Context: an optimization exercise on an open-source flow, tuned for small area, a short achievable clock period and few clock cycles. The choices shown serve that exercise and are no tape-out recipe.
The RTL was checked by simulation tests, not by an equivalence proof against the original design.
The flow treats the clock pin as an ideal source, which a real chip does not have.
Power and IR drop assume default switching activity.

### flow/config.mk
export PLATFORM = sky130hd
export DESIGN_NAME = somagic_video_core
export DESIGN_NICKNAME = somagic_video_core
export VERILOG_FILES = /design/flow/design.v
export SDC_FILE = /design/flow/constraint.sdc
export NUM_CORES = 4
export LEC_CHECK = 0
export CAP_MARGIN = 20
export CORE_MARGIN = 2
export CORE_UTILIZATION = 40
export CTS_BUF_LIST = sky130_fd_sc_hd__clkbuf_8
export GPL_ROUTABILITY_DRIVEN = 0
export SLEW_MARGIN = 20
### flow/constraint.sdc
create_clock -name core_clock -period 10.5 [get_ports {clk}]
set_input_delay 2.1000 -clock core_clock [delete_from_list [all_inputs] [get_ports {clk}]]
set_output_delay 2.1000 -clock core_clock [all_outputs]
set_load 0.01 [all_outputs]
### flow/design.v
module somagic_video_core (
    input  wire        clk,
    input  wire        rst,           
    input  wire [11:0] cfg_bpl,       
    input  wire [9:0]  cfg_lpf,       
    input  wire        in_valid,
    input  wire [7:0]  in_data,
    output wire        in_ready,
    input  wire        ret_valid,
    input  wire [1:0]  ret_buf,
    output reg         wr_valid,
    output wire [1:0]  wr_buf,
    output reg  [22:0] wr_off,
    output reg  [7:0]  wr_data,
    output reg         done_valid,
    output wire [1:0]  done_buf,
    output reg  [31:0] done_seq,
    output wire [22:0] done_bytes,
    output reg         done_err,
    output wire [2:0]  done_reason
);
    localparam [1:0] S_HUNT = 2'd0, S_SYNC1 = 2'd1, S_SYNC2 = 2'd2, S_TRC = 2'd3;
    reg  [9:0]  blk_pos;
    reg         blk_video;      
    wire is_hdr = (blk_pos[9:2] == 8'd0);
    wire d_ff   = (in_data == 8'hFF);
    wire d_00   = (in_data == 8'h00);
    wire d_aa   = (in_data == 8'hAA);
    wire take   = in_valid && rdy;
    wire vb     = take && !is_hdr && blk_video;
    reg  [1:0]  sync_state;
    reg         inj_ff;         
    reg         inj_00;         
    reg         rdy;            
    reg         ev_pix, ev_trc;
    reg  [7:0]  ev_d;
    assign in_ready = rdy;
    wire hold   = inj_ff || inj_00;
    wire h_pix  = vb && sync_state == S_HUNT  && !d_ff;
    wire s1_f   = vb && sync_state == S_SYNC1 && !d_00;
    wire s2_f   = vb && sync_state == S_SYNC2 && !d_00;
    wire trc    = vb && sync_state == S_TRC   && !d_00;
    wire fail   = s1_f || s2_f;
    wire inj_00_n = s2_f || (inj_00 && inj_ff);
    always @(posedge clk) begin
        if (rst) begin
            blk_pos    <= 10'd0;
            sync_state <= S_HUNT;
            inj_ff     <= 1'b0;
            inj_00     <= 1'b0;
            rdy        <= 1'b1;
            ev_pix     <= 1'b0;
            ev_trc     <= 1'b0;
        end else begin
            blk_pos <= blk_pos + {9'd0, take};
            if (vb) begin
                case (sync_state)
                    S_HUNT:  if (d_ff) sync_state <= S_SYNC1;
                    S_SYNC1: sync_state <= d_00 ? S_SYNC2 : S_HUNT;
                    S_SYNC2: sync_state <= d_00 ? S_TRC : S_HUNT;
                    default: sync_state <= S_HUNT;
                endcase
            end
            if (!hold) ev_pix <= h_pix || fail;
            ev_trc <= trc;
            inj_ff <= fail;
            inj_00 <= inj_00_n;
            rdy    <= !(fail || inj_00_n);
        end
        if (take && blk_pos[9:2] == 8'd0)
            blk_video <= (blk_pos[1] ? d_00 : d_aa) && (blk_pos[1:0] == 2'd0 || blk_video);
        if (!hold) ev_d <= in_data;
    end
    reg         in_blank;
    reg         cur_valid;
    reg         on_second;
    reg  [11:0] col_left;       
    reg  [9:0]  lines_left;     
    reg  [9:0]  alc_left;       
    reg         jump;           
    reg  [22:0] bytes_written;
    reg         done_short;
    reg  [1:0]  q0, q1, q2, q3;
    reg  [2:0]  av_cnt;         
    wire        av_ok = cur_valid ? (av_cnt[2] || av_cnt[1]) : (av_cnt != 3'd0);
    wire sav   = ev_trc && !ev_d[4];      
    wire eav   = ev_trc &&  ev_d[4];
    wire sav_f = ev_d[6];
    wire sav_v = ev_d[5];
    wire full        = (lines_left == 10'd0);
    wire eol         = (col_left == 12'd1);
    wire alc_short   = (alc_left != 10'd0);
    wire a_pix       = ev_pix || hold;      
    wire live        = a_pix && !in_blank && cur_valid;
    wire pix_write   = live && !full;
    wire pix_ovf     = live && full;
    wire f2_sav      = sav && cur_valid && sav_f && !on_second;
    wire short_field = f2_sav && alc_short;
    wire field_two   = f2_sav && !alc_short;
    wire frame_done  = sav && cur_valid && !sav_f && on_second;
    wire finalize    = short_field || frame_done || pix_ovf;
    wire acquire     = sav && !sav_f && !sav_v && (!cur_valid || frame_done) && av_ok;
    wire fstart      = acquire || field_two;
    assign wr_buf      = q0;
    assign done_buf    = q0;
    assign done_bytes  = bytes_written;
    assign done_reason = {done_err, 1'b0, done_short};
    always @(posedge clk) begin
        if (rst) begin
            in_blank   <= 1'b1;
            cur_valid  <= 1'b0;
            wr_valid   <= 1'b0;
            done_valid <= 1'b0;
            done_seq   <= 32'd0;
            q0         <= 2'd0;
            q1         <= 2'd1;
            q2         <= 2'd2;
            q3         <= 2'd3;
            av_cnt     <= 3'd4;
        end else begin
            wr_valid   <= pix_write;
            done_valid <= finalize;
            done_seq   <= done_seq + {31'd0, done_valid};
            if (eav) in_blank <= 1'b1;
            if (sav) in_blank <= sav_v;
            if (finalize) cur_valid <= 1'b0;
            if (acquire) cur_valid <= 1'b1;
            if (done_valid) begin
                q0 <= q1;
                q1 <= q2;
                q2 <= q3;
            end
            if (ret_valid) begin
                case (av_cnt[1:0] - {1'b0, done_valid})
                    2'd0: q0 <= ret_buf;
                    2'd1: q1 <= ret_buf;
                    2'd2: q2 <= ret_buf;
                    default: q3 <= ret_buf;
                endcase
            end
            av_cnt <= av_cnt + {2'd0, ret_valid} - {2'd0, done_valid};
        end
        wr_data    <= inj_ff ? 8'hFF : (inj_00 ? 8'h00 : ev_d);
        done_err   <= short_field || pix_ovf;
        done_short <= short_field;
        if (acquire) on_second <= 1'b0;
        else if (field_two) on_second <= 1'b1;
        bytes_written <= ((done_valid || !cur_valid) ? 23'd0 : bytes_written) + {22'd0, pix_write};
        if (fstart) begin
            col_left   <= cfg_bpl;
            lines_left <= cfg_lpf;
            alc_left   <= cfg_lpf;
            jump       <= field_two;
            wr_off     <= 23'h7FFFFF;
        end else begin
            wr_off <= wr_off + {11'd0, col_left & {12{jump && pix_write}}} + {22'd0, pix_write};
            if (pix_write) jump <= eol;
            if (pix_write && eol) col_left <= cfg_bpl;
            else col_left <= col_left - {11'd0, pix_write};
            lines_left <= lines_left - {9'd0, pix_write && eol};
            alc_left   <= alc_left - {9'd0, eav && cur_valid && !in_blank && alc_short};
        end
    end
endmodule
### flow/flow/run.sh
#!/bin/bash
export BUFFER_PORTS_ARGS="-buffer_cell sky130_fd_sc_hd__buf_1"
export SETUP_SLACK_MARGIN=7.3
export POST_CTS_TCL="$(pwd)/flow/downsize.tcl"
bash standard.sh > standard.log 2>&1
### flow/flow/downsize.tcl
# Run after clock tree synthesis and its timing repair (POST_CTS_TCL hook).
# Greedy area recovery: move each logic cell to the smallest drive strength
# of its own function that keeps the worst setup slack at or above the
# target (the repair's own target, or the slack it reached if less). Port
# buffers and clock tree cells are left alone.
proc my_downsize {target} {
  set n 0
  set lib_names {}
  foreach lc [get_lib_cells */sky130_fd_sc_hd__*] { dict set lib_names [get_name $lc] 1 }
  foreach dbinst [[ord::get_db_block] getInsts] {
    set iname [$dbinst getName]
    if {[string match "input*" $iname] || [string match "output*" $iname] || [string match "clkbuf_*" $iname]} continue
    set cname [[$dbinst getMaster] getName]
    if {![dict exists $lib_names $cname]} continue
    if {[string match "*clkbuf*" $cname] || [string match "*clkinv*" $cname] || [string match "*conb*" $cname]} continue
    if {![regexp {^(.*)_([0-9]+)$} $cname -> base drive]} continue
    set inst [get_cells $iname]
    foreach d {0 1 2 4} {
      if {$d >= $drive} break
      set cand ${base}_$d
      if {![dict exists $lib_names $cand]} continue
      replace_cell $inst $cand
      if {[sta::worst_slack_cmd max] >= $target} {
        incr n
        break
      }
      replace_cell $inst $cname
    }
  }
  puts "my_downsize: $n cells made smaller"
}

estimate_parasitics -placement
set ws0 [sta::worst_slack_cmd max]
set target [expr {min($ws0, $::env(SETUP_SLACK_MARGIN) * 1e-9)}]
puts "my_downsize: worst slack [format %.3f [expr {$ws0 * 1e9}]] ns, target [format %.3f [expr {$target * 1e9}]] ns"
my_downsize $target
report_worst_slack -max
detailed_placement
check_placement -verbose
### flow/standard.sh
#!/bin/bash
# synth_recipe.tcl (not shown) runs the flow's synth.tcl, then flattens the netlist and writes it again
# the make line also repeats each setting of config.mk as NAME=value (left out here)
make -C /OpenROAD-flow-scripts/flow DESIGN_CONFIG=/design/flow/config.mk WORK_HOME=/design/flow/orfs CLKGATE_MAP_FILE= SYNTH_SCRIPT=/design/flow/synth_recipe.tcl "${@:-finish}"
==> flow_summary.yaml, run 1 <==
finish:
  diodes: 0
  mostFrequentLayoutCells: "128 x buf_1, 119 x dfxtp_1, 96 x nor2_1"
  drive_gt1_frac: 0.0901
  final_common_cell: "buf_1"
  synthToLayoutAreaGrowth_pct: 15.0
  nets: 1008
place:
  port_buffers: 131
  dp_hpwl_microns: 11200
synthesis:
  synth_area_sq_mm: 0.00744
  synth_edf_count: 10
  synthFlopType: "dfxtp_1"
  synth-seq-area-share: 0.452
  yosysWarningCount: 1
  syn_avg_cell_area_sq_um: 9.13
  yosys.area.top_type: "dfxtp_1"
  syn_nets: 881
  syn_inst: 815
  synth_cell_type_count: 52
  ys_ff_latch: 163
  yosysTopAreaCellShare: 0.412
  ys_top_cells_by_area: "dfxtp_1 41%, xor2_1 6.5%, nor2_1 4.9%"
  synthArstFlopShare: 0
timing:
  finalSetupViolCount: 0
  max-slew-margin-rel: 0.494
  rsz0062_at_grt: "yes"
  fin_tns_setup_ps: 0
  hold_viol: 0
  post-route-period-util: 0.298
  hold_slack_ps: 472
  worst_pin_slew_ps: 752
  finalCriticalPeriod_ps: 3130
  fmax_mhz: 320
  skew_ps: 32.2
  maxSlewViolCount: 0
setup_path:
  cp_num_buf_inv: 1
  crit_slowest_cell: "dfxtp_1"
  critical_path.top_delay_family: "flip-flops"
  critPathMaxFanout: 3
  cp.required_ps: 8400
  cpPeakStageDelay_ps: 400
  cp.arrival_ps: 1030
  cp-end-kind: "primary output"
  critical_path_class: "flop to primary output"
  startpoint_type: "flop"
  path_cells: "buf_1"
power:
  p_switching_w: 0.000255
  peakVddDrop_mv: 0.0781
  internal-power_w: 0.000862
  combPwrFrac: 0.032
  swShare: 0.228
  seqPwrFrac: 0.574
  p_leak_nw: 3.40
  pwr-share-clk: 0.394
  powerDensity_mw_per_mm2: 131
cts:
  insertion_delay_ps: 460
  cts.sinks: 163
  tritoncts: "yes"
  path_clk_slew_ps: 100
drt:
  vias: 5789
  drtIter0Drc: 238
  drtPass1Iterations: 4
  ant_nets: 0
  wirelength_microns: 15900
  wl_per_cell_microns: 13.4
  viasPerCell: 4.89
  drc: 0
die:
  placementRows: 49
  ios: 133
  die_h_microns: 140
  dieArea_sq_mm: 0.0197
  fp.dieW_microns: 140
  start_util: 0.411
  core_area_sq_mm: 0.0181
run:
  cap_violations: 0
global_routing:
  track_usage: 0.166
  first_global_vias: 5477
  grt_overflow_total: 0
  antenna_found_initial: 0
  grt_max_degree: 65
  grt_pass1_wl_microns: 26500
outcome:
  outcome: "complete, no violations"
min_path:
  hold_path_class: "flop to flop"
## through the flow
step	worst slack [ps]	total power, W	instances	instance area (sq um)	util
floorplan	7250	0.000679	815	7470	-
global placement	6900	0.000693	1145	8100	0.448
detailed placement	6830	0.000693	1145	8100	0.448
global route	7270	0.00117	1184	8560	0.473
finish	7370	0.00112	1184	8560	0.473
## path summary, 6_finish.rpt
kind / slack (ps) / startpoint / cells past startpoint / to
setup reg to reg: 7470 / cur_valid$_SDFFE_PP0P_ / 15 / wr_off[16]$_SDFF_PP1_
hold / removal: 470 / ev_d[7]$_DFFE_PN_ / 1 / wr_data[7]$_SDFF_PP1_
hold reg to reg: 470 / ev_d[7]$_DFFE_PN_ / 1 / wr_data[7]$_SDFF_PP1_
setup / recovery: 7370 / bytes_written[11]$_DFF_P_ / 1 / done_bytes[11]
## state kept, by name, summed over array words and instances, names as in the netlist, 2 cells and up
register,count
alc_left,10
av_cnt,3
blk_pos,10
bytes_written,23
col_left,12
done_seq,32
ev_d,8
lines_left,10
q0,2
q1,2
q2,2
q3,2
sync_state,2
wr_data,8
wr_off,23
## cells in the mapped netlist, types with 8 or more instances
| master | number |
|---|---|
| nor3_1 | 23 |
| mux2_4 | 8 |
| edfxtp_1 | 10 |
| xor2_1 | 55 |
| a21oi_1 | 38 |
| nand3b_1 | 8 |
| ha_1 | 27 |
| buf_2 | 8 |
| o21ai_0 | 24 |
| nand3_1 | 38 |
| xnor2_1 | 40 |
| nor2_1 | 98 |
| and2_1 | 17 |
| nand2_1 | 69 |
| dfxtp_1 | 153 |
| nand2b_1 | 17 |
| nor2b_1 | 13 |
| nand4_1 | 15 |
| nor4_1 | 9 |
| and3_1 | 18 |
| mux2i_1 | 12 |
| a21o_1 | 9 |
| inv_1 | 27 |
| clkbuf_1 | 13 |
## power by group through the flow
stage          Clock (W)  Combinational (W)  Sequential, W
2_1_floorplan          0          0.0000238       0.000656
6_report        0.000440          0.0000356       0.000641
5_1_grt         0.000487          0.0000408       0.000643
3_5_place_dp           0          0.0000366       0.000657
3_3_place_gp           0          0.0000362       0.000656
## metal layers
layer	global-route usage	vias to the layer above	part of all wire
li1	-	3022	-
met1	0.228	2659	0.49
met2	0.256	98	0.46
met3	0.0414	10	0.041
met4	0.0537	0	0.011
met5	0	-	0
## final cells by class
| type | instances | area (sq um) |
|---|---|---|
| Fill cell | 1780 | 9530 |
| Multi-Input combinational cell | 594 | 3830 |
| Sequential cell | 163 | 3420 |
| Timing Repair Buffer | 139 | 554 |
| Tap cell | 229 | 287 |
| Clock buffer | 18 | 248 |
| Clock inverter | 14 | 124 |
| Inverter | 27 | 101 |
## cell families (layout without fill, tap and decap cells)
kind of cell | Yosys count | count (layout) | share of synthesized area
XOR/XNOR | 95 | 95 | 0.112
flip-flops | 163 | 163 | 0.452
AO/OA/AOI/OAI | 94 | 94 | 0.0743
adder cells (fa/ha/maj) | 30 | 30 | 0.0535
multiplexers | 23 | 23 | 0.0368
AND/OR/NAND/NOR | 350 | 351 | 0.237
buffers and inverters | 59 | 198 | 0.0346
other | 1 | 1 | 0.000504
Testbench counts, summed over its fixed seeds: cycles 1,179,870.
==> inputs of run 2 (changes only) <==
==> flow/flow/run.sh (replaced) <==
#!/bin/bash
export BUFFER_PORTS_ARGS="-buffer_cell sky130_fd_sc_hd__buf_1"
export SETUP_SLACK_MARGIN=7.3
export POST_CTS_TCL="$(pwd)/flow/downsize.tcl"
export POST_GLOBAL_ROUTE_TCL="$(pwd)/flow/downsize_grt.tcl"
bash standard.sh > standard.log 2>&1
==> flow/flow/downsize.tcl (replaced) <==
# Run after clock tree synthesis and its timing repair (POST_CTS_TCL hook).
source [file join [file dirname [info script]] downsize_proc.tcl]

estimate_parasitics -placement
set ws0 [sta::worst_slack_cmd max]
set target [expr {min($ws0, $::env(SETUP_SLACK_MARGIN) * 1e-9)}]
puts "my_downsize: worst slack [format %.3f [expr {$ws0 * 1e9}]] ns, target [format %.3f [expr {$target * 1e9}]] ns"
my_downsize $target
report_worst_slack -max
detailed_placement
check_placement -verbose
==> flow/flow/downsize_grt.tcl (new file) <==
# Run after global routing and its timing repair (POST_GLOBAL_ROUTE_TCL
# hook): the same area recovery on global-route parasitics, then the changed
# nets are routed again and the route guides written again.
source [file join [file dirname [info script]] downsize_proc.tcl]

estimate_parasitics -global_routing
set ws0 [sta::worst_slack_cmd max]
set target [expr {min($ws0, $::env(SETUP_SLACK_MARGIN) * 1e-9)}]
puts "my_downsize: worst slack [format %.3f [expr {$ws0 * 1e9}]] ns, target [format %.3f [expr {$target * 1e9}]] ns"
global_route -start_incremental
my_downsize $target
detailed_placement
global_route -end_incremental
estimate_parasitics -global_routing
report_worst_slack -max
check_placement -verbose
write_guides $::env(RESULTS_DIR)/route.guide
==> flow/flow/downsize_proc.tcl (new file) <==
# Area recovery used by downsize.tcl and downsize_grt.tcl.
# Greedy area recovery: move each logic cell to the smallest drive strength
# of its own function that keeps the worst setup slack at or above the
# target (the repair's own target, or the slack it reached if less). Port
# buffers and clock tree cells are left alone.
proc my_downsize {target} {
  set n 0
  set lib_names {}
  foreach lc [get_lib_cells */sky130_fd_sc_hd__*] { dict set lib_names [get_name $lc] 1 }
  foreach dbinst [[ord::get_db_block] getInsts] {
    set iname [$dbinst getName]
    if {[string match "input*" $iname] || [string match "output*" $iname] || [string match "clkbuf_*" $iname]} continue
    set cname [[$dbinst getMaster] getName]
    if {![dict exists $lib_names $cname]} continue
    if {[string match "*clkbuf*" $cname] || [string match "*clkinv*" $cname] || [string match "*conb*" $cname]} continue
    if {![regexp {^(.*)_([0-9]+)$} $cname -> base drive]} continue
    set inst [get_cells $iname]
    foreach d {0 1 2 4} {
      if {$d >= $drive} break
      set cand ${base}_$d
      if {![dict exists $lib_names $cand]} continue
      replace_cell $inst $cand
      if {[sta::worst_slack_cmd max] >= $target} {
        incr n
        break
      }
      replace_cell $inst $cname
    }
  }
  puts "my_downsize: $n cells made smaller"
}

--- a/flow/config.mk
+++ b/flow/config.mk
@@ -9,5 +9,4 @@
 export CORE_MARGIN = 2
 export CORE_UTILIZATION = 40
 export CTS_BUF_LIST = sky130_fd_sc_hd__clkbuf_8
-export GPL_ROUTABILITY_DRIVEN = 0
 export SLEW_MARGIN = 20
==> flow_summary.yaml, run 2 <==
outcome:
  outcome: "complete, no violations"
setup_path:
  critical_path.top_delay_family: "simple AND/OR/NAND/NOR gates"
  path_depth: 15
  cp-end-kind: "flop"
  critPathMaxFanout: 12
  crit_slowest_cell: "dfxtp_1"
  cp.arrival_ps: 3680
  reg2reg_depth: 15
  cpPeakStageDelay_ps: 530
  cp.required_ps: 10890
  critical_path_class: "flop to flop"
  path_cells: "nor3_1, nor2_1, nand2b_4, nor2_2, nand2_1, fa_1, inv_1, fa_1, a21oi_1, o21ai_0, a21oi_1, o31a_1, buf_4, or3_1, nand3_1"
  startpoint_type: "flop"
  cp_num_buf_inv: 2
global_routing:
  antenna_found_initial: 0
  grt_max_degree: 65
  first_global_vias: 5477
  grt_overflow_total: 0
  track_usage: 0.166
  grt_pass1_wl_microns: 26500
die:
  dieArea_sq_mm: 0.0197
  core_area_sq_mm: 0.0181
  ios: 133
  die_h_microns: 140
  start_util: 0.411
  placementRows: 49
  fp.dieW_microns: 140
synthesis:
  syn_nets: 881
  synthArstFlopShare: 0
  synth_area_sq_mm: 0.00744
  synthFlopType: "dfxtp_1"
  yosysWarningCount: 1
  syn_avg_cell_area_sq_um: 9.13
  synthTopCellsByCount: "153 x dfxtp_1, 98 x nor2_1, 69 x nand2_1"
  synth_cell_type_count: 52
  ys_ff_latch: 163
  synth_most_common_cell: "dfxtp_1"
  synth-seq-area-share: 0.452
  syn_inst: 815
  ys_top_cells_by_area: "dfxtp_1 41%, xor2_1 6.5%, nor2_1 4.9%"
  yosys.area.top_type: "dfxtp_1"
  yosysTopAreaCellShare: 0.412
  synth_edf_count: 10
timing:
  max-slew-margin-rel: 0.209
  worst_slack_ps: 7210
  hold_viol: 0
  finalCriticalPeriod_ps: 3290
  maxSlewViolCount: 0
  worst_pin_slew_ps: 1180
  post-route-period-util: 0.313
  skew_ps: 32.7
  fmax_mhz: 304
  fin_tns_setup_ps: 0
  finalSetupViolCount: 0
finish:
  regMostFlops: "done_seq"
  diodes: 0
  fin_util: 0.467
  top_regs: "done_seq x32, bytes_written x23, wr_off x23"
  largest_register_ffs: 32
  drive_gt1_frac: 0.0429
  mostFrequentLayoutCells: "152 x dfxtp_1, 130 x buf_1, 98 x nor2_1"
  nets: 1008
  synthToLayoutAreaGrowth_pct: 13.6
  final_common_cell: "dfxtp_1"
place:
  port_buffers: 131
  pre_cts_slack_ps: 6830
  globalplace.congestion: 0.771
  dp_hpwl_microns: 11200
drt:
  viasPerCell: 4.89
  vias: 5788
  drtPass1Iterations: 4
  wirelength_microns: 15900
  drtIter0Drc: 217
  wl_per_cell_microns: 13.4
  ant_nets: 0
  drc: 0
run:
  cap_violations: 0
cts:
  insertion_delay_ps: 460
  path_clk_slew_ps: 90
  tritoncts: "yes"
  cts.sinks: 163
power:
  p_leak_nw: 3.37
  peakVddDrop_mv: 0.0785
  power_w: 0.00112
  powerDensity_mw_per_mm2: 132
min_path:
  hold_path_class: "flop to flop"
  hold_depth: 1
==> run 2: cell counts after synthesis <==
Identical to the previous run, type by type.
==> run 2: where the power goes <==
part | switching, W | internal [W] | leakage [nW] | total (W)
logic | 0.0000192 | 0.0000163 | 1.82 | 0.0000355
clock network | 0.000227 | 0.000212 | 0.207 | 0.000439
registers | 0.00000769 | 0.000634 | 1.35 | 0.000642
total | 0.000254 | 0.000862 | 3.37 | 0.00112
==> run 2: logic make-up (layout without fill, tap and decap cells) <==
| family | count (synthesis) | after routing | synth area share |
|---|---|---|---|
| adder cells (fa/ha/maj) | 30 | 30 | 0.0535 |
| buffers and inverters | 59 | 198 | 0.0346 |
| AO/OA/AOI/OAI | 94 | 94 | 0.0743 |
| AND/OR/NAND/NOR | 350 | 351 | 0.237 |
| multiplexers | 23 | 23 | 0.0368 |
| XOR/XNOR | 95 | 95 | 0.112 |
| other | 1 | 1 | 0.000504 |
| flip-flops | 163 | 163 | 0.452 |
==> run 2: final timing paths <==
check / startpoint / end / slack (ps)
setup / recovery: inj_ff$_SDFF_PP0_ / wr_off[16]$_SDFF_PP1_ / 7210
hold / removal: ev_d[7]$_DFFE_PN_ / wr_data[7]$_SDFF_PP1_ / 470
setup reg to reg: inj_ff$_SDFF_PP0_ / wr_off[16]$_SDFF_PP1_ / 7210
hold reg to reg: ev_d[7]$_DFFE_PN_ / wr_data[7]$_SDFF_PP1_ / 470
==> run 2: per-stage QoR <==
step,hold WS (ps),instance area (sq um),cells
final,472,8450,1184
after global placement,459,8100,1145
after floorplan,424,7470,815
after detailed placement,463,8100,1145
==> run 2: worst reg2reg max path, stage by stage, from the launching register on <==
cell and delay (ps):
dfxtp_1 530, nor3_1 120, nor2_1 230, nand2b_4 110, nor2_2 230, nand2_1 100
fa_1 370, inv_1 80, fa_1 210, a21oi_1 100, o21ai_0 180, a21oi_1 130
o31a_1 250, buf_4 170, or3_1 350, nand3_1 80
==> run 2: per-layer routing <==
metal / global-route usage / vias up / share of wire
li1: - / 3018 / -
met1: 0.228 / 2665 / 0.49
met2: 0.256 / 95 / 0.46
met3: 0.0414 / 10 / 0.041
met4: 0.0537 / 0 / 0.011
met5: 0 / - / 0
==> run 2: layout make-up <==
type | count | area [sq um]
fill | 1807 | 9640
clock inverter | 14 | 124
clock buffer | 18 | 248
sequential | 163 | 3360
inverter | 27 | 101
timing repair buffer | 139 | 536
tap | 229 | 287
multi-input combinational | 594 | 3790

[separate check: timing with driven ports]
How much do the figures lean on ideal ports? The routed layouts below were timed once more, with nothing changed but the port constraints.
Step 1: set_driving_cell puts a clkbuf_16 on clk and a buf_2 on each other input, an assumption about the parent block.
Step 2 also shifts input and output timing later by t, the mid clock arrival at the registers, as if the neighbouring blocks saw the same clock.
Slacks: ideal ports / drivers / drivers and shift; pairs: ideal ports / drivers.
run | shift t [ns] | slack for setup (ns) | worst data-port slew with drivers (ns)
run 1 | 0.480 | 7.370 / 7.332 / 6.946 | 0.04
run 2 | 0.482 | 7.210 / 7.210 / 6.922 | 0.04
After both steps setup and hold are still met in every run listed. The setup slack of run 1, which loses most, moves by -0.038 ns with the drivers and by -0.424 ns with both steps.
